Background: an optimization exercise with open tools, aiming at small area. Do not read the settings as production practice. Function was checked by simulation only, so behaviour that the tests miss may differ from the original. No activity file was given, so power comes from the tool's default toggle rates.

==> flow/design.v <==
module dm_frame_reader (
    input  wire        clk,
    input  wire        rst,             
    input  wire        cmd_valid,
    output wire        cmd_ready,
    input  wire [31:0] cmd_timeout_ms,
    output wire        rx_req,
    input  wire        rx_valid,
    input  wire        rx_tmo,
    input  wire [7:0]  rx_data,
    input  wire        tick_ms,
    output wire        busy,
    output wire [2:0]  res_code,
    output wire        rd_valid,
    output wire [15:0] r0,
    output wire [15:0] r1,
    output wire [15:0] r2,
    output wire [15:0] r3,
    output wire [15:0] r4,
    output wire [15:0] r5,
    output wire [15:0] r6,
    output wire [15:0] r7,
    output wire [15:0] r8,
    output wire [15:0] r9,
    output wire [15:0] r10,
    output wire [15:0] r11
);
    localparam [2:0] RES_NONE        = 3'd0;
    localparam [2:0] RES_OK          = 3'd1;
    localparam [2:0] RES_TIMEOUT     = 3'd2;
    localparam [2:0] RES_UNSUPPORTED = 3'd3;
    localparam [2:0] RES_TRUNCATED   = 3'd4;
    localparam [2:0] RES_CSUM_BAD    = 3'd5;
    localparam [4:0] P_SEEK1 = 5'd30;
    localparam [4:0] P_SEEK2 = 5'd31;
    localparam [4:0] P_LENHI = 5'd0;
    localparam [4:0] P_LENLO = 5'd1;
    localparam [4:0] P_CKHI  = 5'd28;
    localparam [4:0] P_CKLO  = 5'd29;
    reg         act;         
    reg  [2:0]  result;
    reg  [4:0]  pos;
    reg  [12:0] csum;
    reg         flag;        
    reg         expd;        
    reg  [191:0] sr;         
    assign busy      = act;
    assign cmd_ready = ~act;
    assign rx_req    = act;
    assign res_code  = result;
    assign rd_valid  = (result == RES_OK);
    assign {r0, r1, r2, r3, r4, r5, r6, r7, r8, r9, r10, r11} = sr;
    wire        sym    = act & rx_valid;
    wire        byte_v = sym & ~rx_tmo;
    wire        seek   = pos[4] & pos[3] & pos[2] & pos[1];
    wire        seek2  = seek & pos[0];
    wire [31:0] rem     = sr[31:0];
    wire        rem_z   = (rem == 32'd0);
    wire        rem_inf = (rem == 32'hFFFF_FFFF);
    wire        tick    = act & seek & tick_ms;
    wire        deadline = expd | (tick & rem_z);
    wire        is_42  = (rx_data == 8'h42);
    wire        is_4d  = (rx_data == 8'h4D);
    wire        in_pay = ~seek & (pos >= 5'd2) & (pos <= 5'd25);
    wire        shift  = byte_v & in_pay;
    reg  [2:0]  result_n;
    reg  [4:0]  pos_n;
    reg         act_n;
    always @(*) begin
        act_n    = act;
        result_n = result;
        pos_n    = pos;
        if (!act) begin
            if (cmd_valid) begin
                act_n    = 1'b1;
                result_n = RES_NONE;
                pos_n    = P_SEEK1;
            end
        end else if (sym) begin
            if (seek) begin
                if (seek2 && !rx_tmo && is_4d)
                    pos_n = P_LENHI;
                else if (deadline) begin
                    act_n    = 1'b0;
                    result_n = RES_TIMEOUT;
                end else if (!rx_tmo && is_42)
                    pos_n = P_SEEK2;
                else if (!rx_tmo)
                    pos_n = P_SEEK1;
            end else if (rx_tmo) begin
                act_n    = 1'b0;
                result_n = RES_TRUNCATED;
            end else if (pos == P_LENLO && !(flag && rx_data == 8'd28)) begin
                act_n    = 1'b0;
                result_n = RES_UNSUPPORTED;
            end else if (pos == P_CKLO) begin
                act_n    = 1'b0;
                result_n = (flag && rx_data == csum[7:0]) ? RES_OK : RES_CSUM_BAD;
            end else
                pos_n = pos + 5'd1;
        end
    end
    always @(posedge clk) begin
        if (rst) begin
            act    <= 1'b0;
            result <= RES_NONE;
        end else begin
            act    <= act_n;
            result <= result_n;
        end
        pos <= pos_n;
    end
    always @(posedge clk) begin
        if (byte_v && !seek) begin
            if (pos == P_LENHI)
                flag <= (rx_data == 8'd0);
            else if (pos == P_CKHI)
                flag <= (rx_data == {3'd0, csum[12:8]});
        end
    end
    always @(posedge clk) begin
        if (byte_v && seek2 && is_4d)
            csum <= 13'h8F;
        else if (byte_v && !seek && pos < P_CKHI)
            csum <= csum + {5'd0, rx_data};
    end
    always @(posedge clk) begin
        if (!act)
            expd <= 1'b0;
        else if (tick && rem_z)
            expd <= 1'b1;
    end
    always @(posedge clk) begin
        if (!act && cmd_valid)
            sr[31:0] <= cmd_timeout_ms;
        else if (shift)
            sr[31:0] <= {sr[23:0], rx_data};
        else if (tick && !rem_inf)
            sr[31:0] <= rem - 32'd1;
    end
    always @(posedge clk) begin
        if (shift)
            sr[191:32] <= sr[183:24];
    end
endmodule
Settings: LEC_CHECK=0, CAP_MARGIN=20, CORE_MARGIN=2, CORE_UTILIZATION=40, CTS_BUF_LIST=sky130_fd_sc_hd__clkbuf_4, SLEW_MARGIN=20; clock period 10.0 ns.
run.sh (not shown) runs the stock make flow with config.mk's settings and CLKGATE_MAP_FILE= SYNTH_SCRIPT=/design/flow/synth_recipe.tcl, a recipe that flattens the netlist after the stock synthesis.
The starting point ran to the end with no violations.
Next try:
==> flow/flow/run.sh (new file) <==
#!/bin/bash
set -euo pipefail
bash standard.sh "BUFFER_PORTS_ARGS=-buffer_cell sky130_fd_sc_hd__buf_1" "CTS_ARGS=-sink_clustering_enable -repair_clock_nets -dont_use_dummy_load -buf_list sky130_fd_sc_hd__clkbuf_8 -sink_clustering_size 20 -sink_clustering_max_diameter 60" finish > flow_make.log 2>&1
==> flow/standard.sh (new file) <==
#!/bin/bash
# synth_recipe.tcl (not shown) runs the flow's synth.tcl, then flattens the netlist and writes it again
# the make line also repeats each setting of config.mk as NAME=value (left out here)
make -C /OpenROAD-flow-scripts/flow DESIGN_CONFIG=/design/flow/config.mk WORK_HOME=/design/flow/orfs CLKGATE_MAP_FILE= SYNTH_SCRIPT=/design/flow/synth_recipe.tcl "${@:-finish}"
Settings changed: CORE_UTILIZATION 40 to 65, CTS_BUF_LIST sky130_fd_sc_hd__clkbuf_4 to default.
removed: flow/run.sh
What happened: The changed run completed with no timing, DRC or antenna violations; via count came out lower by a few percent; final area decreases by about a fifth; synthesized area does not change; die area came out lower by well over a third; power is lower by about a fifth; worst hold slack barely changes; register-to-register slack is better by 0.21 ns; non-clock buffer count rises by 1; setup slack is better by 0.39 ns; critical path depth goes down by 1; clock-buffer cell count drops by 64.
Next try:
==> flow/flow/run.sh (replaced) <==
#!/bin/bash
set -euo pipefail
bash standard.sh "BUFFER_PORTS_ARGS=-buffer_cell sky130_fd_sc_hd__buf_1" "CTS_ARGS=-sink_clustering_enable -repair_clock_nets -dont_use_dummy_load -sink_clustering_size 30 -sink_clustering_max_diameter 80" finish > flow_make.log 2>&1
Settings changed: CORE_UTILIZATION 65 to 40.
Result: Power came out higher by 6.5%. Hold slack loses 0.0092 ns. Non-clock buffer count came out higher by 1. Critical path depth increases by 1. Count of clock-buffer cells in the layout shrinks by 3. Routed wire length came out higher by 6.2%. Sequential share of layout area went down by 1.4 points. Sequential power stays flat. Design area rose by 2.4%. Maximum frequency is about the same.
Next try:
==> flow/flow/run.sh (replaced) <==
#!/bin/bash
set -euo pipefail
bash standard.sh "BUFFER_PORTS_ARGS=-buffer_cell sky130_fd_sc_hd__buf_1" finish > flow_make.log 2>&1
=>
- cell area rose by about 4%
- sequential power stays flat
- total power rose by 17%

---

// dm_frame_reader: RTL as listed in full above, without the edits since
clock: 10.0 ns
lec_check: 0
cap_margin: 20
core_margin: 2
core_utilization: 40
slew_margin: 20
standard.sh (not shown) runs the stock make flow with config.mk's settings and CLKGATE_MAP_FILE= SYNTH_SCRIPT=/design/flow/synth_recipe.tcl, a recipe that flattens the netlist after the stock synthesis.
==> flow/flow/run.sh <==
#!/bin/bash
set -euo pipefail
bash standard.sh "BUFFER_PORTS_ARGS=-buffer_cell sky130_fd_sc_hd__buf_1" "CTS_ARGS=-sink_clustering_enable -repair_clock_nets -dont_use_dummy_load -buf_list sky130_fd_sc_hd__clkbuf_8 -sink_clustering_size 16 -sink_clustering_max_diameter 60" finish > flow_make.log 2>&1
==> next run, changes <==
==> flow/run.sh (new file) <==
#!/bin/bash
# synth_recipe.tcl (not shown) runs the flow's synth.tcl, then flattens the netlist and writes it again
# the make line also repeats each setting of config.mk as NAME=value (left out here)
make -C /OpenROAD-flow-scripts/flow DESIGN_CONFIG=/design/flow/config.mk WORK_HOME=/design/flow/orfs CLKGATE_MAP_FILE= SYNTH_SCRIPT=/design/flow/synth_recipe.tcl finish
removed: flow/flow/run.sh
removed: flow/standard.sh
=> Via count climbs by a few percent; routed wire length climbs by a few percent; fmax drops by roughly a tenth.
==> next run, changes <==
==> flow/flow/run.sh (new file) <==
#!/bin/bash
set -euo pipefail
bash standard.sh "BUFFER_PORTS_ARGS=-buffer_cell sky130_fd_sc_hd__buf_1" "CTS_ARGS=-sink_clustering_enable -repair_clock_nets -dont_use_dummy_load" finish > flow_make.log 2>&1
==> flow/standard.sh (new file) <==
#!/bin/bash
# synth_recipe.tcl (not shown) runs the flow's synth.tcl, then flattens the netlist and writes it again
# the make line also repeats each setting of config.mk as NAME=value (left out here)
make -C /OpenROAD-flow-scripts/flow DESIGN_CONFIG=/design/flow/config.mk WORK_HOME=/design/flow/orfs CLKGATE_MAP_FILE= SYNTH_SCRIPT=/design/flow/synth_recipe.tcl "${@:-finish}"
removed: flow/run.sh
The new run ran to the end with no violations.
Power is lower by 8.0%.
Final area is lower by 14%.
Clock skew is higher by 0.030 ns.
Global-route usage is lower by 0.84 points.

[afterwards: timing with drivers on the ports]
Ports are ideal in the flow. The routed layouts listed here were re-timed in OpenROAD.
Step 1, drivers: a clkbuf_16 drives clk and a buf_2 each remaining input, both assumed.
Step 2 also shifts input and output timing later by t, the mid clock arrival at the registers, as if the neighbouring blocks saw the same clock.
Slacks: no drivers / after step 1 / after step 2; pairs: no drivers / after step 1.
| run | shift t [ns] | setup WS [ns] | worst setup path after step 2 | worst register clock-pin slew, ns | worst slew at a driven data input, ns |
|---|---|---|---|---|---|
| the first run of note 1 | 0.692 | 4.858 / 4.873 / 4.182 | input to register | 0.08 / 0.08 | 0.05 |
| the second run of note 1 | 0.499 | 5.244 / 5.253 / 4.753 | input to register | 0.11 / 0.11 | 0.04 |
| the third run of note 1 | 0.496 | 5.254 / 5.278 / 4.782 | input to register | 0.11 / 0.11 | 0.05 |
| the fourth run of note 1 | 0.553 | 5.302 / 5.326 / 4.773 | input to register | 0.06 / 0.06 | 0.05 |
| the first run of note 2 | 0.547 | 5.336 / 5.353 / 4.806 | input to register | 0.10 / 0.10 | 0.05 |
| the second run of note 2 | 0.549 | 4.708 / 4.731 / 4.182 | input to register | 0.06 / 0.06 | 0.05 |
| the third run of note 2 | 0.532 | 5.277 / 5.299 / 4.767 | input to register | 0.06 / 0.06 | 0.05 |
After both steps every run listed still meets setup and hold. The setup slack of the first run of note 1, which loses most, moves by +0.015 ns with the drivers and by -0.676 ns with both steps.
